What follows belongs to an exercise in optimizing a design on an open flow for small area; a production flow would make more cautious choices.
Function not checked in this run: the RTL went through the layout flow alone.
Power is estimated from default activity; no workload was simulated.

==> flow/design.v <==
module xv11_framer (
    input  wire         clk,
    input  wire         rst,           
    input  wire         variant,       
    input  wire         poll,
    input  wire         in_valid,
    input  wire [7:0]   in_byte,
    input  wire         in_fail,
    output wire         busy,
    output wire         done,
    output wire         failed,
    output reg          wr_valid,
    output reg  [6:0]   wr_group,
    output reg  [127:0] wr_data,
    output reg  [15:0]  speed_raw,
    output reg  [22:0]  speed_sum,
    output reg  [6:0]   good_packets
);
    localparam [1:0] PH_IDLE   = 2'd0,
                     PH_SEARCH = 2'd1,
                     PH_SPEED  = 2'd2,
                     PH_FILL   = 2'd3;
    localparam [1:0] RES_NONE  = 2'd0,
                     RES_SCAN  = 2'd1,
                     RES_FAIL  = 2'd2;
    localparam [1:0] W_HUNT = 2'd0,    
                     W_HDR  = 2'd1,    
                     W_PKT  = 2'd2,    
                     W_STOP = 2'd3;    
    localparam [10:0] P_LAST     = 11'd1979;   
    localparam [10:0] P_LAST_HDR = 11'd1958;   
    localparam [10:0] L_LAST     = 11'd1439;   
    reg  [1:0]  phase;
    reg  [1:0]  result;
    reg         legacy;
    reg  [1:0]  start_count;
    reg  [10:0] fill_count;
    reg  [1:0]  wstate;
    reg  [4:0]  pkt_off;
    reg  [6:0]  pkt_idx;
    reg  [7:0]  buffer [0:17];
    assign busy   = (phase != PH_IDLE);
    assign done   = (result == RES_SCAN);
    assign failed = (result == RES_FAIL);
    wire take_poll = (phase == PH_IDLE) && poll;
    wire take_fail = (phase != PH_IDLE) && in_fail;
    wire take_byte = (phase != PH_IDLE) && !in_fail && in_valid;
    wire is_fa  = (in_byte == 8'hFA);
    wire is_idx = (in_byte >= 8'hA0) && (in_byte <= 8'hF9);
    wire hdr_ok = (fill_count <= P_LAST_HDR);
    reg [7:0] lsync_byte;
    always @(*) begin
        case (start_count)
            2'd0: lsync_byte = 8'h5A;
            2'd1: lsync_byte = 8'hA5;
            2'd2: lsync_byte = 8'h00;
            default: lsync_byte = 8'hC0;
        endcase
    end
    reg        buf_we;
    reg [4:0]  buf_addr;
    always @(*) begin
        buf_we   = 1'b0;
        buf_addr = 5'd0;
        if (take_byte && phase == PH_FILL) begin
            if (legacy) begin
                buf_we   = 1'b1;
                buf_addr = {1'b0, fill_count[3:0]} + 5'd2;
            end else if (wstate == W_PKT && !is_fa && pkt_off <= 5'd19) begin
                buf_we   = 1'b1;
                buf_addr = pkt_off - 5'd2;
            end
        end
    end
    reg [7:0] nbuf [0:17];
    integer j;
    always @(*) begin
        for (j = 0; j < 18; j = j + 1)
            nbuf[j] = (buf_we && {27'd0, buf_addr} == j) ? in_byte : buffer[j];
    end
    reg [127:0] group_data;
    always @(*) begin
        for (j = 0; j < 16; j = j + 1)
            group_data[8*j +: 8] = nbuf[j + 2];
    end
    always @(posedge clk) begin
        if (buf_we)
            buffer[buf_addr] <= in_byte;
    end
    always @(posedge clk) begin
        if (rst) begin
            phase       <= PH_IDLE;
            result      <= RES_NONE;
            start_count <= 2'd0;
            wr_valid    <= 1'b0;
        end else begin
            wr_valid <= 1'b0;
            if (take_poll) begin
                legacy       <= variant;
                phase        <= PH_SEARCH;
                result       <= RES_NONE;
                start_count  <= 2'd0;
                speed_sum    <= 23'd0;
                good_packets <= 7'd0;
            end else if (take_fail) begin
                phase       <= PH_IDLE;
                result      <= RES_FAIL;
                start_count <= 2'd0;
            end else if (take_byte) begin
                case (phase)
                PH_SEARCH: begin
                    if (legacy) begin
                        if (in_byte == lsync_byte) begin
                            if (start_count == 2'd3) begin
                                start_count <= 2'd0;
                                fill_count  <= 11'd0;
                                phase       <= PH_SPEED;
                            end else begin
                                start_count <= start_count + 2'd1;
                            end
                        end else begin
                            start_count <= 2'd0;
                        end
                    end else begin
                        if (start_count == 2'd0 && in_byte == 8'hFA) begin
                            start_count <= 2'd1;
                        end else if (start_count == 2'd1 && in_byte == 8'hA0) begin
                            start_count <= 2'd0;
                            fill_count  <= 11'd2;
                            phase       <= PH_FILL;
                            wstate      <= W_PKT;
                            pkt_idx     <= 7'd0;
                            pkt_off     <= 5'd2;
                        end else begin
                            start_count <= 2'd0;
                        end
                    end
                end
                PH_SPEED: begin
                    if (fill_count[0] == 1'b0) begin
                        speed_raw[7:0] <= in_byte;
                        fill_count     <= 11'd1;
                    end else begin
                        speed_raw[15:8] <= in_byte;
                        fill_count      <= 11'd0;
                        phase           <= PH_FILL;
                    end
                end
                PH_FILL: begin
                    if (legacy) begin
                        if (fill_count[3:0] == 4'd15) begin
                            wr_valid <= 1'b1;
                            wr_group <= fill_count[10:4];
                            wr_data  <= group_data;
                        end
                        if (fill_count == L_LAST) begin
                            phase  <= PH_IDLE;
                            result <= RES_SCAN;
                        end else begin
                            fill_count <= fill_count + 11'd1;
                        end
                    end else begin
                        case (wstate)
                        W_HUNT: begin
                            if (is_fa && hdr_ok)
                                wstate <= W_HDR;
                        end
                        W_HDR: begin
                            if (is_idx) begin
                                wstate  <= W_PKT;
                                pkt_idx <= in_byte[6:0] - 7'h20;   
                                pkt_off <= 5'd2;
                            end else if (is_fa && hdr_ok) begin
                                wstate <= W_HDR;
                            end else begin
                                wstate <= W_HUNT;
                            end
                        end
                        W_PKT: begin
                            if (is_fa) begin
                                wstate <= hdr_ok ? W_HDR : W_HUNT;
                            end else if (pkt_off == 5'd21) begin
                                wr_valid     <= 1'b1;
                                wr_group     <= pkt_idx;
                                wr_data      <= group_data;
                                speed_sum    <= speed_sum + {7'd0, nbuf[1], nbuf[0]};
                                good_packets <= good_packets + 7'd1;
                                wstate       <= (pkt_idx == 7'd89) ? W_STOP : W_HUNT;
                            end else begin
                                pkt_off <= pkt_off + 5'd1;
                            end
                        end
                        default: ;
                        endcase
                        if (fill_count == P_LAST) begin
                            phase  <= PH_IDLE;
                            result <= RES_SCAN;
                        end else begin
                            fill_count <= fill_count + 11'd1;
                        end
                    end
                end
                default: ;
                endcase
            end
        end
    end
endmodule
==> flow/run.sh <==
#!/bin/bash
# synth_recipe.tcl (not shown) runs the flow's synth.tcl, then flattens the netlist and writes it again
# the make line also repeats each setting of config.mk as NAME=value (left out here)
make -C /OpenROAD-flow-scripts/flow DESIGN_CONFIG=/design/flow/config.mk WORK_HOME=/design/flow/orfs CLKGATE_MAP_FILE= SYNTH_SCRIPT=/design/flow/synth_recipe.tcl finish
==> flow/config.mk <==
export PLATFORM = sky130hd
export DESIGN_NAME = xv11_framer
export DESIGN_NICKNAME = xv11_framer
export VERILOG_FILES = /design/flow/design.v
export SDC_FILE = /design/flow/constraint.sdc
export NUM_CORES = 4
export LEC_CHECK = 0
export CAP_MARGIN = 20
export CORE_MARGIN = 2
export CORE_UTILIZATION = 40
export SLEW_MARGIN = 20
==> flow/constraint.sdc <==
create_clock -name core_clock -period 7.0 [get_ports {clk}]
set_input_delay 1.4000 -clock core_clock [delete_from_list [all_inputs] [get_ports {clk}]]
set_output_delay 1.4000 -clock core_clock [all_outputs]
set_load 0.01 [all_outputs]
==> results_dict.tcl <==
set metrics [dict create \
    status "no timing/DRC/antenna violations" \
    postCtsSetupBuffers 0 \
    worst_pin_slew_ns 0.987 \
    worstPathArrival_ns 6.52 \
    nNetsFinal 1240 \
    cts_resized 0 \
    clk_latency_ns 0.52 \
    antenna_left 0 \
    drt-initial-drc-count 625 \
    grtUsageTotal 0.174 \
    core-area_mm2 0.0378 \
    drv_slew 0 \
    setup-tns-final_ns 0 \
    cts_tree "built" \
    h-tree-depth 2 \
    fillCellCount 3213 \
    synth.cell_area_mm2 0.0154 \
    drc 0 \
    crit_path_max_incr_delay_ns 0.61 \
    syn_nets 1025 \
    crit_path_max_fanout 10 \
    rsz0062_at_grt "no" \
    ctsHoldBuffers 0 \
    syn_avg_cell_area_um2 15.8 \
    timing_hold_violations_final 0 \
    diodes 0 \
    synth_cells 974 \
    area_growth_pct 24.8 \
    p_leak_uw 0.00663 \
    synth.top_cells.by_area "edfxtp_1 69%, mux2_2 11%, ha_1 2.9%" \
    wirelength_um 34500 \
    critPathSlowestCell "clkdlybuf4s50_1" \
    synthFlopType "edfxtp_1" \
    viasPerCell 5.07 \
    yosys.cell_types.count 70 \
    ir_drop_mv 0.144 \
    drive_above_1_share 0.208 \
    start_util 0.407 \
    timing.setup.critical_path_class "input port to flip-flop" \
    min_period_over_period 0.877 \
    clk_pin_slew_ns 0.06 \
    dp_hpwl_um 21700 \
    utilization 0.508 \
    crit_required_ns 7.38 \
    p_per_area_mw_per_mm2 241 \
    yosys.area.top_type "edfxtp_1" \
    grt_first_pass_wirelength_um 52400 \
    slew_headroom 0.340 \
    fmax_ghz 0.163 \
    wl_per_cell_um 20.0 \
    ys_seq_area_frac 0.694 \
    cts.sinks 358 \
    first_global_vias 8750 \
    ios 199 \
    die_x_um 200 \
    synth_common_cells "351 x edfxtp_1, 144 x mux2_2, 60 x nor2_1" \
    min_path_type "flip-flop to flip-flop" \
    dieArea_mm2 0.0400 \
    grt_overflow 0 \
    crit_family "simple AND/OR/NAND/NOR gates" \
    vias 8755 \
    clk_path_buf_depth 3 \
    cts_made_buffers 39 \
    synth_most_common_cell "edfxtp_1" \
    synth-edff-count 351 \
    antenna_found_initial 2 \
    drt_pass1_iterations 7 \
    cap_violations 0 \
    setup_violations 0 \
    rows 71 \
    critPathBufInv 2 \
    synth_top_area_frac 0.685 \
    die_y_um 200 \
    endpoint_kind "flip-flop" \
    startpoint_type "input port" \
    ys.warnings.count 2 \
    place_congestion 0.826 \
    skew_ns 0.00917 \
    portBuffers 198 \
    ys_ff_latch 358 \
    grt_start_max_net_pins 136 \
    min_period_ns 6.14 \
    async_flop_share 0 \
    cts-root-buf "clkbuf_16" \
    path_cells "clkdlybuf4s50_1 > nand2b_1 > or2_1 > nor2_1 > o32ai_1 > and2_1 > nand2_1 > mux2_2 > ha_1 > inv_1 > fa_1 > nor2b_1 > o31a_1 > o41ai_1 > o31ai_1 > a32oi_1 > or3_1 > a21oi_1" \
]
## cells in the final DEF, fill, tap and decap left out, types with 8 or more instances in the layout
master           count
edfxtp_1           351
clkdlybuf4s50_1    190
mux2_2             144
nor2_1              59
clkbuf_16           41
nand2_1             37
ha_1                36
a21oi_1             32
inv_1               30
nand3_1             21
xor2_1              18
buf_4               18
o21ai_0             16
xnor2_1             15
and3_1              13
a21o_1              11
nor2b_1             10
nand2b_1             9
nor3_1               9
mux2_4               8
clkbuf_1             8
buf_2                8
## worst paths after layout
| check | to | slack, ns | startpoint | cells past startpoint |
|---|---|---|---|---|
| max reg2reg | speed_sum[22] | 1.50 | phase[0] | 16 |
| max | speed_sum[22] | 0.86 | in_fail | 18 |
| min reg2reg | result[0] | 0.51 | result[0] | 2 |
| min | result[0] | 0.51 | result[0] | 2 |
## sequential cells by signal, summed over array words and instances, names as in the netlist
name and count:
buffer 144, wr_valid 1, wstate 2, fill_count 11, pkt_off 5, wr_data 128, good_packets 7, speed_sum 23
legacy 1, start_count 2, result 2, speed_raw 16, phase 2, pkt_idx 7, wr_group 7
## routing by layer
metal	wire (um)	part of all wire	up-vias	global-route usage
li1	-	-	4132	-
met1	15700	0.46	4346	0.246
met2	16100	0.47	234	0.273
met3	1940	0.056	43	0.0360
met4	731	0.021	0	0.0510
met5	0	0	-	0
## cell families after synthesis
logic type	after synthesis	share of synthesized area
DFF	358	0.694
and+or+nand+nor	216	0.0752
muxes	158	0.117
AOI/OAI and AO/OA	99	0.0443
buffers and inverters	73	0.0195
adders and majority gates	37	0.0306
xor gates and xnor gates	33	0.0188
## final cells by class
type	count	area (um^2)	area share
multi-input combinational	543	4440	0.231
inverter	30	113	0.00587
timing repair buffer	217	2100	0.109
sequential	358	10700	0.556
clock buffer	49	1060	0.0550
clock inverter	19	169	0.00880
tap	511	639	0.0333
## power breakdown
group	total (uW)	switching, uW	leakage (uW)	internal [uW]
Clock	1980	803	0.000604	1180
Combinational	245	149	0.00278	95.5
Sequential	2390	25.6	0.00325	2370
Total	4620	977	0.00663	3640
## per-stage QoR
stage | hold slack (ns) | cells | area (um^2) | worst slack [ns] | power [uW]
2_1_floorplan | 0.456 | 974 | 15400 | 0.175 | 2570
3_3_place_gp | 0.491 | 1659 | 18000 | 0.584 | 2680
3_5_place_dp | 0.494 | 1659 | 18000 | 0.363 | 2680
4_1_cts | 0.516 | 1727 | 19200 | 0.918 | 4680
5_1_grt | 0.546 | 1727 | 19200 | 0.348 | 4780
6_report | 0.510 | 1727 | 19200 | 0.860 | 4620
## tightest hold or removal path, delay by kind of cell, from the launching register on
family        cells  cell delay [ns]
simple gates      2             0.14
flops             1             0.32

==> separate check: timing with driven ports <==
No port has a modelled driver above. Below, the same layout with a new extraction and two added sets of constraints. Step 1: set_driving_cell puts a clkbuf_16 on clk and a buf_2 on each other input, an assumption about the parent block. Step 2 moves the port delays by t, midway between the first and last clock arrival at a register: inputs arrive t later, outputs are due t later. That takes back most of the time a late clock gives input paths. a / b / c = ideal ports / drivers / drivers and shift; a / b = the first two.
t (ns): 0.570
setup WS [ns]: 0.860 / 0.889 / 0.319
worst setup path at the end: input to register
slew at the worst register clock pin (ns): 0.06 / 0.06
After both steps this run still meets setup and hold. The setup slack of this run moves by +0.029 ns with the drivers and by -0.541 ns with both steps.
